This design comes from an exercise in tuning for small area, a short achievable clock period and few clock cycles on the open sky130 flow, not from production work.
Where RTL was checked, it was by simulation tests only, not by an equivalence proof against the original.
Power is estimated from default activity; no workload was simulated.

==> v17 <==
## tm_core
module tm_core (
    input  wire        clk,
    input  wire        rst,           
    input  wire [15:0] img_len,       
    output wire        mem_req,
    output wire        mem_we,
    output wire [15:0] mem_addr,
    output wire [15:0] mem_wdata,
    input  wire        mem_gnt,
    input  wire        mem_rvalid,
    input  wire [15:0] mem_rdata,
    output wire [1:0]  status,        
    output wire [2:0]  fault_kind,
    output wire        fault_write,
    output wire [15:0] fault_addr,
    output wire [15:0] ip_o,
    output wire [15:0] len_o
);
export LEC_CHECK = 0
export CAP_MARGIN = 20
export CORE_MARGIN = 2
export CORE_UTILIZATION = 40
export PLACE_DENSITY = 0.6
export SLEW_MARGIN = 20
create_clock -name core_clock -period 30.0 [get_ports {clk}]
standard.sh (not shown) runs the stock make flow with config.mk's settings and CLKGATE_MAP_FILE= SYNTH_SCRIPT=/design/flow/synth_recipe.tcl, a recipe that flattens the netlist after the stock synthesis.
==> flow/flow/run.sh <==
#!/bin/bash
set -euo pipefail
bash standard.sh SETUP_SLACK_MARGIN=22.7 "BUFFER_PORTS_ARGS=-buffer_cell sky130_fd_sc_hd__buf_4" finish > layout.log 2>&1
==> v21: changes against v17 <==
--- a/flow/design.v
+++ b/flow/design.v
@@ -240,23 +240,26 @@
     wire br_done = run & isB & a_done & b_done & tv;
     wire go_done = run & (op == 4'd12) & f1c;
     wire ig_done = run & (op == 4'd13) & a_done;
     reg  al_c, al_v;                  
     wire al_done = run & (op == 4'd14) & al_v & ~al_c;
     wire nop_done= run & (op == 4'd0);
-    wire adv5  = (run & (xs == X_WD)) | (br_done & ~taken);
+    wire ngo   = (opn == 4'd12) & opnv & ~opnb & f1nc & ~h1 & (dls_r >= 4'd7) &
+                 ~((xs == X_WD) & (pn != 2'd0) & (t == ipw));
+    wire adv_r = (run & (xs == X_WD)) | (br_done & ~taken);
+    wire adv5  = adv_r & ~ngo;
     wire [11:0] ip_hi1 = ip[15:4] + 12'd1;
     wire [4:0]  ipw_lo = {1'b0, ip[3:0]} + {2'b00, w};
     wire [15:0] ipw    = {ipw_lo[4] ? ip_hi1 : ip[15:4], ipw_lo[3:0]};
     reg        redir;
     reg [15:0] tgt;
     always @(*) begin
         redir = ~halt_now;
         tgt   = t;
         if (br_done & taken)   tgt = t;
-        else if (go_done)      tgt = f1;
+        else if (go_done | (adv_r & ngo)) tgt = f1;
         else if (ig_done)      tgt = a;
         else if (al_done | nop_done) tgt = ipw;
         else                   redir = 1'b0;
     end
     wire kill = redir | halt_now;
     wire [4:0] c_need = ~opvc                     ? 5'b11111 :
==> flow/flow/run.sh (replaced) <==
#!/bin/bash
set -euo pipefail
bash standard.sh SETUP_SLACK_MARGIN=23 "BUFFER_PORTS_ARGS=-buffer_cell sky130_fd_sc_hd__buf_4" finish > layout.log 2>&1
==> v22: changes against v17 <==
--- a/flow/design.v
+++ b/flow/design.v
@@ -240,23 +240,26 @@
     wire br_done = run & isB & a_done & b_done & tv;
     wire go_done = run & (op == 4'd12) & f1c;
     wire ig_done = run & (op == 4'd13) & a_done;
     reg  al_c, al_v;                  
     wire al_done = run & (op == 4'd14) & al_v & ~al_c;
     wire nop_done= run & (op == 4'd0);
-    wire adv5  = (run & (xs == X_WD)) | (br_done & ~taken);
+    wire ngo   = (opn == 4'd12) & opnv & ~opnb & f1nc & ~h1 & (dls_r >= 4'd7) &
+                 ~((xs == X_WD) & (pn != 2'd0) & (t == ipw));
+    wire adv_r = (run & (xs == X_WD)) | (br_done & ~taken);
+    wire adv5  = adv_r & ~ngo;
     wire [11:0] ip_hi1 = ip[15:4] + 12'd1;
     wire [4:0]  ipw_lo = {1'b0, ip[3:0]} + {2'b00, w};
     wire [15:0] ipw    = {ipw_lo[4] ? ip_hi1 : ip[15:4], ipw_lo[3:0]};
     reg        redir;
     reg [15:0] tgt;
     always @(*) begin
         redir = ~halt_now;
         tgt   = t;
         if (br_done & taken)   tgt = t;
-        else if (go_done)      tgt = f1;
+        else if (go_done | (adv_r & ngo)) tgt = f1;
         else if (ig_done)      tgt = a;
         else if (al_done | nop_done) tgt = ipw;
         else                   redir = 1'b0;
     end
     wire kill = redir | halt_now;
     wire [4:0] c_need = ~opvc                     ? 5'b11111 :
==> flow/flow/run.sh (replaced) <==
#!/bin/bash
set -euo pipefail
bash standard.sh SETUP_SLACK_MARGIN=22 "BUFFER_PORTS_ARGS=-buffer_cell sky130_fd_sc_hd__buf_4" finish > layout.log 2>&1
==> comparison <==
- Sequential cell count is the same in v21 and v22.
- Of v21 and v22, v21 has the higher global-route usage (gap 2.4 points).
- Total power, lowest first: v22, v21, v17.
- Register-to-register slack: v22 < v17 < v21.
- Between v22 and v17, the lower sequential share of layout area is in v22 (gap 0.21 points).
- Count of clock-buffer cells in the layout: v17 < v22 < v21.
- In v22 the synthesized cell count is higher than in v17, by about 9%.
- Clock skew, highest first: v21, v17, v22.
==> figures <==
| quantity | v22 | v17 | v21 |
|---|---|---|---|
| Count of vias placed by the detailed router | 21.22k | 19.59k | 22.13k |
| Outcome | finished clean | finished clean | finished clean |
| Number of nets produced by synthesis | 2798 | 2588 | 2798 |
| Worst path depth | 23 | 1 | 1 |
| Part of the power in combinational logic | 39.4% | 44.9% | 45.6% |
| Final non-filler cell area | 23690 um^2 | 23540 um^2 | 26260 um^2 |
| Highest achievable clock rate | 128.0 MHz | 136.8 MHz | 137.1 MHz |
| Portion of the post-synthesis area used by sequential elements | 25.76% | 27.39% | 25.76% |
| Layout Utilization | 45.08% | 47.89% | 49.98% |
| Post-placement cell count | 3248 | 3050 | 3233 |
| Arrival time at the worst endpoint | 8.25 ns | 1.31 ns | 1.29 ns |
| Post-CTS Setup Bufs | 5 | 47 | 118 |
| Synth Area in Adders | 13.48% | 14.02% | 13.48% |
| Setup repair after global routing missed its margin | false | true | true |
| Synth Area in Compound Gates | 21.63% | 21.46% | 21.63% |
| Synthesized area per cell | 8.244 um^2 | 8.435 um^2 | 8.244 um^2 |
| Uppermost layer routed | met4 | met5 | met4 |
| Metal3 WL | 8.924 mm | 8.433 mm | 10.23 mm |
Testbench counts of v17, summed over its fixed seeds: cycles 672,363.
Testbench counts of v21, summed over its fixed seeds: cycles 663,258.
Testbench counts of v22, summed over its fixed seeds: cycles 663,258.

* * *

==> inputs of run H <==
Another version of the RTL of tm_core (not shown whole).
==> flow/design.v (excerpt) <==
module tm_core (
    input  wire        clk,
    input  wire        rst,           
    input  wire [15:0] img_len,       
    output wire        mem_req,
    output wire        mem_we,
    output wire [15:0] mem_addr,
    output wire [15:0] mem_wdata,
    input  wire        mem_gnt,
    input  wire        mem_rvalid,
    input  wire [15:0] mem_rdata,
    output wire [1:0]  status,        
    output wire [2:0]  fault_kind,
    output wire        fault_write,
    output wire [15:0] fault_addr,
    output wire [15:0] ip_o,
    output wire [15:0] len_o
);
==> flow/config.mk <==
export PLATFORM = sky130hd
export DESIGN_NAME = tm_core
export DESIGN_NICKNAME = tm_core
export VERILOG_FILES = /design/flow/design.v
export SDC_FILE = /design/flow/constraint.sdc
export NUM_CORES = 4
export LEC_CHECK = 0
export CAP_MARGIN = 20
export CORE_MARGIN = 2
export CORE_UTILIZATION = 40
export PLACE_DENSITY = 0.6
export SLEW_MARGIN = 20
==> flow/constraint.sdc <==
create_clock -name core_clock -period 30.0 [get_ports {clk}]
set_input_delay 6.0000 -clock core_clock [delete_from_list [all_inputs] [get_ports {clk}]]
set_output_delay 6.0000 -clock core_clock [all_outputs]
set_load 0.01 [all_outputs]
==> flow/flow/run.sh <==
#!/bin/bash
# Standard ORFS layout, with timing repair aiming well below the clock period
# (the constraints are the design's; only repair_timing's setup margin changes).
set -euo pipefail
bash standard.sh SETUP_SLACK_MARGIN=22 finish > layout.log 2>&1
==> run P: changes against run H <==
--- a/flow/design.v
+++ b/flow/design.v
@@ -24,21 +24,20 @@
                      F_ABNORM = 3'd6;
     localparam [2:0] K_OA = 3'd5,
                      K_OB = 3'd6,
                      K_X  = 3'd7;
     localparam [1:0] O_NONE = 2'd0,    
                      O_RAW  = 2'd1,    
                      O_RD   = 2'd2,    
                      O_VAL  = 2'd3;    
-    localparam [2:0] X_RUN = 3'd0,     
-                     X_MD  = 3'd1,     
-                     X_WR  = 3'd2,     
-                     X_WD  = 3'd3,     
-                     X_FIX = 3'd4;     
+    localparam [1:0] X_RUN = 2'd0,     
+                     X_MD  = 2'd1,     
+                     X_WR  = 2'd2,     
+                     X_WD  = 2'd3;     
     function [16:0] rca;               
         input [15:0] x;
         input [15:0] y;
         input        ci;
         reg   [16:0] c;
         integer      i;
         begin
             c[0] = ci;
@@ -56,43 +55,16 @@
         integer      i;
         begin
             c[0] = 1'b1;
             for (i = 0; i < 16; i = i + 1)
                 c[i+1] = (x[i] & ~y[i]) | (c[i] & (x[i] | ~y[i]));
             geq = c[16];
         end
     endfunction
-    function [19:0] cla;               
-        input [19:0] x;
-        input [19:0] y;
-        input        ci;
-        reg   [19:0] p, g, c;
-        reg   [4:0]  gp, gg;
-        reg   [5:0]  gc;
-        integer      k, j;
-        begin
-            p = x ^ y;
-            g = x & y;
-            for (k = 0; k < 5; k = k + 1) begin
-                gp[k] = p[4*k] & p[4*k+1] & p[4*k+2] & p[4*k+3];
-                gg[k] = g[4*k+3] | (p[4*k+3] & g[4*k+2]) | (p[4*k+3] & p[4*k+2] & g[4*k+1]) |
-                        (p[4*k+3] & p[4*k+2] & p[4*k+1] & g[4*k]);
-            end
-            gc[0] = ci;
-            for (k = 0; k < 5; k = k + 1)
-                gc[k+1] = gg[k] | (gp[k] & gc[k]);
-            for (k = 0; k < 5; k = k + 1) begin
-                c[4*k] = gc[k];
-                for (j = 1; j < 4; j = j + 1)
-                    c[4*k+j] = g[4*k+j-1] | (p[4*k+j-1] & c[4*k+j-1]);
-            end
-            cla = p ^ c;
-        end
-    endfunction
     reg [1:0]  st;
     reg [2:0]  fkind;
     reg        fwrite;
     reg [15:0] ip, len;
     reg        req_r, we_r;
     reg [15:0] addr_r;                
     reg [3:0]  kind_r;
     reg [3:0]  q0, q1, q2;            
@@ -104,18 +76,17 @@
     reg [1:0]  f1v;
     reg [4:0]  cim;                   
     reg [1:0]  pn;                    
     reg        h1;                    
     reg [15:0] a, b, t, acc;          
     reg [1:0]  as, bs;
     reg        abad, bbad;
     reg        tv;
-    reg [2:0]  xs;
-    reg        drs;                   
+    reg [1:0]  xs;
     reg [2:0]  icnt;
     reg        chkv, abn_r;           
     reg [3:0]  dls_r;                 
     wire halted = (st != 2'd0);
     wire [3:0] op    = cs ? opr1 : opr0;
     wire       opbad = cs ? opb[1] : opb[0];
     wire       opvc  = cs ? opv[1] : opv[0];
     wire       f1c   = cs ? f1v[1] : f1v[0];
@@ -131,21 +102,24 @@
     wire a_bad = geq(a, len);
     wire b_bad = geq(b, len);
     reg  t_bad, tvr;                  
     wire a_done = (as == O_VAL);
     wire b_done = (bs == O_VAL);
     wire afault = (as == O_RD) & abad;
     wire a_res  = ((as == O_RD) & ~abad) | a_done;
     wire bfault = (bs == O_RD) & bbad & a_res;
-    wire        sub   = (op != 4'd1) & (op != 4'd14) & (xs != X_FIX);
+    wire        sub   = (op != 4'd1) & (op != 4'd14);
     wire [15:0] alu_y = (op == 4'd14) ? len : b;
     wire [15:0] alu_q = alu_y ^ {16{sub}};
-    wire [19:0] alu_w = cla({4'd0, a}, {4'd0, alu_q}, sub);
-    wire [16:0] alu   = alu_w[16:0];
+    wire [16:0] alu_l = rca({8'd0, a[7:0]}, {8'd0, alu_q[7:0]}, sub);
+    wire [16:0] alu_h0 = rca({8'd0, a[15:8]}, {8'd0, alu_q[15:8]}, 1'b0);
+    wire [16:0] alu_h1 = rca({8'd0, a[15:8]}, {8'd0, alu_q[15:8]}, 1'b1);
+    wire [8:0]  alu_h = alu_l[8] ? alu_h1[8:0] : alu_h0[8:0];
+    wire [16:0] alu   = {alu_h, alu_l[7:0]};
     wire [15:0] ce  = ~(a ^ b);
     wire [15:0] cg  = a & ~b;
     wire [3:0]  gg, ge;
     genvar gi;
     generate for (gi = 0; gi < 4; gi = gi + 1) begin : cmpg
         assign ge[gi] = &ce[4*gi+3:4*gi];
         assign gg[gi] = cg[4*gi+3] | (ce[4*gi+3] & cg[4*gi+2]) |
                         (ce[4*gi+3] & ce[4*gi+2] & cg[4*gi+1]) |
@@ -165,42 +139,34 @@
             4'd10:   taken = ~(lt | eq);
             4'd11:   taken = ~lt;
             default: taken = 1'b0;
         endcase
     end
     wire divz = ((op == 4'd4) | (op == 4'd5)) & (b == 16'd0);
     wire        first  = (xs == X_RUN);
     wire        dsml   = (a[15:8] == 8'd0);
-    wire [15:0] md_a   = a;
-    wire [15:0] md_acc = acc & {16{~first}};
-    wire        dskip  = first & dsml & (op != 4'd3);    
-    wire [15:0] pp0    = b[0] ? md_a : 16'd0;
-    wire [15:0] pp1    = b[1] ? {md_a[14:0], 1'b0} : 16'd0;
-    wire [15:0] cs_s   = md_acc ^ pp0 ^ pp1;
-    wire [15:0] cs_c   = (md_acc & pp0) | (md_acc & pp1) | (pp0 & pp1);
-    wire [19:0] m2w    = cla({4'd0, cs_s}, {4'd0, cs_c[14:0], 1'b0}, 1'b0);
-    wire [16:0] m2     = {1'b0, m2w[15:0]};
+    wire [15:0] md_a   = (first & dsml & (op != 4'd3)) ? {a[7:0], 8'd0} : a;
+    wire [15:0] md_acc = first ? 16'd0 : acc;
+    wire [16:0] m1     = rca(md_acc, b[0] ? md_a : 16'd0, 1'b0);
+    wire [16:0] m2     = rca(m1[15:0], b[1] ? {md_a[14:0], 1'b0} : 16'd0, 1'b0);
     wire [15:0] mb_n   = {2'b00, b[15:2]};
-    wire        md_rs  = drs & ~first;
-    wire [17:0] dx1    = {md_rs, md_acc, md_a[15]};
-    wire [17:0] dy1    = md_rs ? {2'b00, b} : ~{2'b00, b};
-    wire [19:0] ds1w   = cla({2'b00, dx1}, {2'b00, dy1}, ~md_rs);
-    wire [17:0] ds1    = ds1w[17:0];
-    wire [17:0] dx2    = {ds1[16:0], md_a[14]};
-    wire [17:0] dy2    = ds1[17] ? {2'b00, b} : ~{2'b00, b};
-    wire [19:0] ds2w   = cla({2'b00, dx2}, {2'b00, dy2}, ~ds1[17]);
-    wire [17:0] ds2    = ds2w[17:0];
-    wire        ge1    = ~ds1[17];
-    wire        ge2    = ~ds2[17];
-    wire [15:0] r2s    = ds2[15:0];
+    wire [16:0] r1d    = rca({md_acc[14:0], md_a[15]}, ~b, 1'b1);
+    wire        ge1    = md_acc[15] | r1d[16];
+    wire [15:0] r1     = {md_acc[14:0], md_a[15]};
+    wire [16:0] r2d1   = rca({r1d[14:0], md_a[14]}, ~b, 1'b1);
+    wire        ge21   = r1d[15] | r2d1[16];
+    wire [16:0] r2d0   = rca({r1[14:0], md_a[14]}, ~b, 1'b1);
+    wire        ge20   = r1[15] | r2d0[16];
+    wire        ge2    = ge1 ? ge21 : ge20;
+    wire [15:0] r2s    = ge1 ? (ge21 ? r2d1[15:0] : {r1d[14:0], md_a[14]})
+                             : (ge20 ? r2d0[15:0] : {r1[14:0], md_a[14]});
     wire [15:0] q_n    = {md_a[13:0], ge1, ge2};
     wire        md_done = (op == 4'd3) ? (mb_n == 16'd0) : (~first & (icnt == 3'd1));
     wire [15:0] md_res  = (op == 4'd3) ? m2[15:0] : ((op == 4'd4) ? q_n : r2s);
-    wire        md_fix  = (op == 4'd5);                    
     wire [3:0] opn   = cs ? opr0 : opr1;
     wire       opnv  = cs ? opv[0] : opv[1];
     wire       opnb  = cs ? opb[0] : opb[1];
     wire       f1nc  = cs ? f1v[0] : f1v[1];
     wire       nA    = opnv & ~opnb & (opn >= 4'd1) & (opn <= 4'd5);
     wire       nB    = opnv & ~opnb & (opn >= 4'd6) & (opn <= 4'd11);
     wire       n1w   = opnv & (opnb | opn == 4'd0 | opn == 4'd15);
     wire       n2w   = opnv & ~opnb & (opn >= 4'd12) & (opn <= 4'd14);
@@ -227,20 +193,19 @@
                                               begin h_k = F_ACCESS; h_w = 1'b1; h_a = t; end
         else if (ok & (op == 4'd14) & al_v & al_c)
                                               h_k = F_MEMEX;
         else                                  h_c = 1'b0;
     end
     wire halt_now = ~halted & h_c & ~wpend;
     wire        run    = ok & ~halted;
     wire        r_add  = run & (xs == X_RUN) & x_ok & ((op == 4'd1) | (op == 4'd2));
-    wire        r_md   = run & (((xs == X_RUN) & x_ok & (op >= 4'd3) & ~dskip) | (xs == X_MD)) & md_done & ~md_fix;
-    wire        r_fx   = run & (xs == X_FIX);
-    wire        res_c  = r_add | r_md | r_fx;
-    wire [15:0] res    = r_add ? alu[15:0] : r_fx ? (drs ? alu[15:0] : a) : md_res;
+    wire        r_md   = run & (((xs == X_RUN) & x_ok & (op >= 4'd3)) | (xs == X_MD)) & md_done;
+    wire        res_c  = r_add | r_md;
+    wire [15:0] res    = r_add ? alu[15:0] : md_res;
     wire        w_go   = (res_c | (run & (xs == X_WR))) & bfree;
     wire br_done = run & isB & a_done & b_done & tv;
     wire go_done = run & (op == 4'd12) & f1c;
     wire ig_done = run & (op == 4'd13) & a_done;
     reg  al_c, al_v;                  
     wire al_done = run & (op == 4'd14) & al_v & ~al_c;
     wire nop_done= run & (op == 4'd0);
     wire ngo   = (opn == 4'd12) & opnv & ~opnb & f1nc & ~h1 & (dls_r >= 4'd7) &
@@ -500,40 +465,27 @@
                 as <= sa; bs <= sb; tv <= sv; abad <= ba; bbad <= bb;
                 h1 <= k1;
             end
             if (kill || adv5) begin
                 xs <= X_RUN;
             end else if (run) begin
                 case (xs)
                     X_RUN: if (x_ok && op >= 4'd3) begin
-                        if (dskip) begin
-                            acc  <= 16'd0;
-                            a    <= {a[7:0], 8'd0};
-                            icnt <= 3'd4;
-                        end else begin
-                            acc  <= (op == 4'd3) ? m2[15:0] : r2s;
-                            a    <= (op == 4'd3) ? {md_a[13:0], 2'b00} : q_n;
-                            if (op == 4'd3) b <= mb_n;
-                            icnt <= 3'd7;
-                        end
-                        drs  <= 1'b0;
-                        if (!dskip) drs <= ds2[16];
+                        acc  <= (op == 4'd3) ? m2[15:0] : r2s;
+                        a    <= (op == 4'd3) ? {md_a[13:0], 2'b00} : q_n;
+                        if (op == 4'd3) b <= mb_n;
+                        icnt <= dsml ? 3'd3 : 3'd7;
                         xs   <= X_MD;
                     end
                     X_MD: begin
                         acc  <= (op == 4'd3) ? m2[15:0] : r2s;
                         a    <= (op == 4'd3) ? {md_a[13:0], 2'b00} : q_n;
                         if (op == 4'd3) b <= mb_n;
-                        drs  <= ds2[16];
                         icnt <= icnt - 3'd1;
-                        if (md_done && md_fix) begin
-                            a  <= r2s;
-                            xs <= X_FIX;
-                        end
                     end
                     X_WR: ;
                     default: ;
                 endcase
                 if (res_c) begin
                     acc <= res;
                     xs  <= bfree ? X_WD : X_WR;
                 end else if (xs == X_WR && bfree) begin
==> notes <==
Synthesized cell count: run P is smaller than run H (about 13%). In run P the total power is lower than in run H, by 13%. Of run P and run H, run P has the higher sequential share of layout area (gap 1.8 points). Against run P, the setup slack of run H is better by 0.84 ns. Between run H and run P, the lower via count is in run P (gap about 18%, measured against run P). Between run P and run H, the lower cell count is in run P (gap 12%, measured against run H). Utilization: run H is lower than run P (1.5 points). In run P the first-iteration DRC count is lower than in run H, by 22%. Of run P and run H, run H has the higher fmax (gap 9.5%, measured against run H).
==> figures <==
Detailed-route via count: run H 22100; run P 18700
Area share of the largest cell type after synthesis: run H 20.3%; run P 22.7%
Relative contribution of the clock network to total power: run H 26.9%; run P 22.3%
Number of instances in the synthesized netlist: run H 2588; run P 2239
Compound-cell area share of the yosys netlist: run H 24.5%; run P 19.6%
Number of antenna violations at the first check in global routing: run H 4; run P 2
DRT Wirelength: run H 96200 µm; run P 79800 µm
Leakage: run H 9.39 nW; run P 8.67 nW
Post-Layout Inst Area: run H 0.0245 mm²; run P 0.0225 mm²
Outcome: run H no timing/DRC/antenna violations; run P no timing/DRC/antenna violations
Number of gates resized after CTS: run H 12; run P 67
Cell with the most instances after synthesis: run H nand2_1; run P nor2_1
# fillers: run H 5324; run P 4555
Die X-Extent: run H 236 µm; run P 223 µm
Place WS: run H 20.96 ns; run P 19.92 ns
Register cell area after layout: run H 0.00549 mm²; run P 0.00544 mm²
Share of cells above drive strength 1: run H 8.69%; run P 15.0%
Fraction of power spent switching nets: run H 40.4%; run P 41.1%
Ant diodes: run H 2; run P 1
Testbench counts of run P, summed over its fixed seeds: cycles 649,860.
For run H, only the layout was checked, not whether the RTL still works.

[port drivers added, routing unchanged]
In the flow no input, the clock included, has a driving cell. The finished layouts below were timed again as built, in two steps.
Step 1 sets driving cells, clkbuf_16 on the clock port and buf_2 on the other inputs (assumed; they add their load-dependent delay and slew).
Step 2 also shifts input and output timing later by t, the mid clock arrival at the registers, as if the neighbouring blocks saw the same clock.
Slacks: no drivers / after step 1 / after step 2; pairs: no drivers / after step 1.
run	t (ns)	slack for setup (ns)	worst register clock-pin slew, ns
v17	0.619	22.689 / 22.632 / 22.190	0.07 / 0.07
v21	0.611	22.706 / 22.654 / 22.245	0.07 / 0.07
v22	0.619	22.185 / 22.185 / 21.602	0.07 / 0.07
run H	0.642	22.011 / 21.949 / 21.496	0.07 / 0.07
run P	0.575	21.176 / 21.176 / 21.176	0.09 / 0.09
After both steps setup and hold are still met in every run listed. The setup slack of v22, which loses most, moves by 0.000 ns with the drivers and by -0.583 ns with both steps.
